Background: an optimization exercise with open tools, aiming at small area and a short achievable clock period. Do not read the settings as production practice. RTL that was checked went through simulation tests only; none was proved equivalent to the original. Power is estimated from default activity; no workload was simulated.

== v6 ==
// kps_core
module kps_core #(
    parameter [7:0]  SENTINEL        = 8'hA5,
    parameter [3:0]  P_POS           = 4'b1001,
    parameter [3:0]  P_NEG           = 4'b0110,
    parameter [16:0] INIT_TICKS_FAST = 17'd50,
    parameter [16:0] INIT_TICKS_SLOW = 17'd1000
) (
    input  wire        clk,
    input  wire        rst,           
    input  wire        rx_valid,
    input  wire [39:0] rx_frame,
    output wire        rx_ready,
    input  wire        tick_fast,
    input  wire        tick_slow,
    output wire [3:0]  legs,
    output reg         tx_valid,
    output wire [39:0] tx_frame
);
Size: about 550 cells after synthesis, ~89 flip-flops, about 91 I/O pins.
export LEC_CHECK = 0
export ABC_AREA = 1
export CAP_MARGIN = 20
export CORE_MARGIN = 2
export CORE_UTILIZATION = 40
export SETUP_SLACK_MARGIN = 4.5
export SLEW_MARGIN = 20
export TNS_END_PERCENT = 100
create_clock -name core_clock -period 8.0 [get_ports {clk}]
run.sh (not shown) runs the stock make flow with config.mk's settings and CLKGATE_MAP_FILE= SYNTH_SCRIPT=/design/flow/synth_recipe.tcl, a recipe that flattens the netlist after the stock synthesis.
Modified inputs, v7 compared to v6
- changing SETUP_SLACK_MARGIN from 4.5 to 5
### Flow results
The capture point of the critical path comes out flg_f[2]$_DFFE_PP_ in one run and tx_frame[23] in the other, namely in v7 and v6 respectively. Summary of the comparison: global routing met1 resource utilization is higher in v7, relative to v6. A cell with the biggest individual delay on the critical path of sky130_fd_sc_hd__dfxtp_2 is what v6 shows, while sky130_fd_sc_hd__clkdlybuf4s50_1 belongs to v7. Sort v7 and v6 by wire length desc -> top: v7. v7: utilization is 2.1 points higher than what v6 reported. Final cell count went up slightly going from v6 to v7.
No run of this note included a check of the RTL's function; only the layout flow was run.

---

Another version of the RTL of kps_core (not shown whole).
Size in the first run: roughly 88 flip-flops, about 91 I/O pins, ~4700 um^2 of cells after synthesis.
==> flow/config.mk <==
export PLATFORM = sky130hd
export DESIGN_NAME = kps_core
export DESIGN_NICKNAME = kps_core
export VERILOG_FILES = /design/flow/design.v
export SDC_FILE = /design/flow/constraint.sdc
export NUM_CORES = 4
export LEC_CHECK = 0
export ABC_AREA = 1
export CAP_MARGIN = 20
export CORE_MARGIN = 2
export CORE_UTILIZATION = 40
export SETUP_SLACK_MARGIN = 5
export SLEW_MARGIN = 20
export TNS_END_PERCENT = 100
==> flow/constraint.sdc <==
create_clock -name core_clock -period 8.0 [get_ports {clk}]
set_input_delay 1.6000 -clock core_clock [delete_from_list [all_inputs] [get_ports {clk}]]
set_output_delay 1.6000 -clock core_clock [all_outputs]
set_load 0.01 [all_outputs]
standard.sh (not shown) runs the stock make flow with config.mk's settings and CLKGATE_MAP_FILE= SYNTH_SCRIPT=/design/flow/synth_recipe.tcl, a recipe that flattens the netlist after the stock synthesis.
==> flow/flow/run.sh <==
#!/bin/bash
# Standard ORFS layout (the standard.sh) with the standard synthesis; the
# port buffers use buf_1 instead of the delay cell buffer_ports picks by
# default (every port still gets its own buffer), and setup repair aims at a 5.4 ns margin.
set -euo pipefail
bash standard.sh synth > synth.log 2>&1
bash standard.sh "BUFFER_PORTS_ARGS=-buffer_cell sky130_fd_sc_hd__buf_1" SETUP_SLACK_MARGIN=5.4 finish > finish.log 2>&1
Edit:
==> flow/flow/run.sh (replaced) <==
#!/bin/bash
# Standard ORFS layout (the standard.sh); the only change is the cell
# buffer_ports uses for the port buffers (buf_2 instead of the delay cell it
# picks by default). Every port still gets its own buffer.
set -euo pipefail
bash standard.sh synth > synth.log 2>&1
bash standard.sh "BUFFER_PORTS_ARGS=-buffer_cell sky130_fd_sc_hd__buf_2" finish > finish.log 2>&1
Setup slack gets worse by 0.080 ns. Sequential cell count does not change. Design area shrinks by 3.4%. Hold slack improves by 0.034 ns.
Edit:
==> flow/flow/run.sh (replaced) <==
#!/bin/bash
# Standard ORFS layout (the standard.sh) with the standard synthesis; the
# port buffers use buf_1 instead of the delay cell buffer_ports picks by
# default (every port still gets its own buffer).
set -euo pipefail
bash standard.sh synth > synth.log 2>&1
bash standard.sh "BUFFER_PORTS_ARGS=-buffer_cell sky130_fd_sc_hd__buf_1"  finish > finish.log 2>&1
--- a/flow/config.mk
+++ b/flow/config.mk
@@ -11,0 +12 @@
+export CTS_BUF_LIST = sky130_fd_sc_hd__clkbuf_8
Cell area is lower by 3.8%.
Maximum frequency stays flat.
Routed wire length goes down by 5.1%.
Total power came out lower by 13%.
Die area is unchanged.
Sequential cell count stays the same.
Combinational power went down by 9.5%.
Global-route usage fell by 0.87 points.
Clock power decreases by 29%.
Hold slack gets worse by 0.016 ns.
Edit:
--- a/flow/config.mk
+++ b/flow/config.mk
@@ -8 +7,0 @@
-export ABC_AREA = 1
Outcome: The new run produced a clean layout. Area after synthesis came out lower by about 4%. Wire length came out lower by about 5%. Die area came out lower by about 4%. Global-route usage came out lower by 0.22 points. Via count came out lower by 17%. Clock-buffer cell count came out higher by 1.
Edit:
==> flow/flow/run.sh (replaced) <==
#!/bin/bash
# Standard ORFS layout (the standard.sh); the only change is the cell
# buffer_ports uses for the port buffers (buf_1 instead of the delay cell it
# picks by default). Every port still gets its own buffer.
set -euo pipefail
bash standard.sh synth > synth.log 2>&1
bash standard.sh "BUFFER_PORTS_ARGS=-buffer_cell sky130_fd_sc_hd__buf_1" finish > finish.log 2>&1
--- a/flow/config.mk
+++ b/flow/config.mk
@@ -7,0 +8 @@
+export ABC_AREA = 1
@@ -11 +11,0 @@
-export CTS_BUF_LIST = sky130_fd_sc_hd__clkbuf_8
Global-route usage increases by 0.11 points.
Count of clock-buffer cells in the layout decreases by 1.
Non-clock buffer count falls by 4.
Synthesized cell count goes up by 39%.
Synthesized area rises by 4.3%.

==> port drivers added, routing unchanged <==
How much do the figures lean on ideal ports? The routed layouts below were timed once more, with nothing changed but the port constraints. Step 1, drivers: a clkbuf_16 drives clk and a buf_2 each remaining input, both assumed. Step 2 adds t to the input delays and takes it off the output delays; t is the mean of the earliest and latest rising clock arrival at the registers after step 1. Input paths then give back, and output paths get back, about the clock's delay inside the block. a / b / c = ideal / step 1 / step 2; a / b = the first two.
run	t (ns)	setup slack, ns	clock arrival spread, ns	cell pins on the clock port's net
v6	0.372	4.673 / 4.634 / 4.437	0.012 / 0.012	1
v7	0.376	5.042 / 5.006 / 4.668	0.007 / 0.007	1
the first run of note 2	0.367	5.208 / 5.171 / 5.051	0.006 / 0.007	1
the second run of note 2	0.382	5.127 / 5.144 / 4.763	0.007 / 0.007	1
the third run of note 2	0.400	5.132 / 5.096 / 4.773	0.012 / 0.012	1
the fourth run of note 2	0.379	5.048 / 5.058 / 4.680	0.012 / 0.011	1
the fifth run of note 2	0.370	5.156 / 5.121 / 4.802	0.008 / 0.008	1
After both steps every run listed still meets setup and hold. For v7, which loses most, drivers alone change the setup slack by -0.036 ns; drivers and shift together by -0.374 ns.
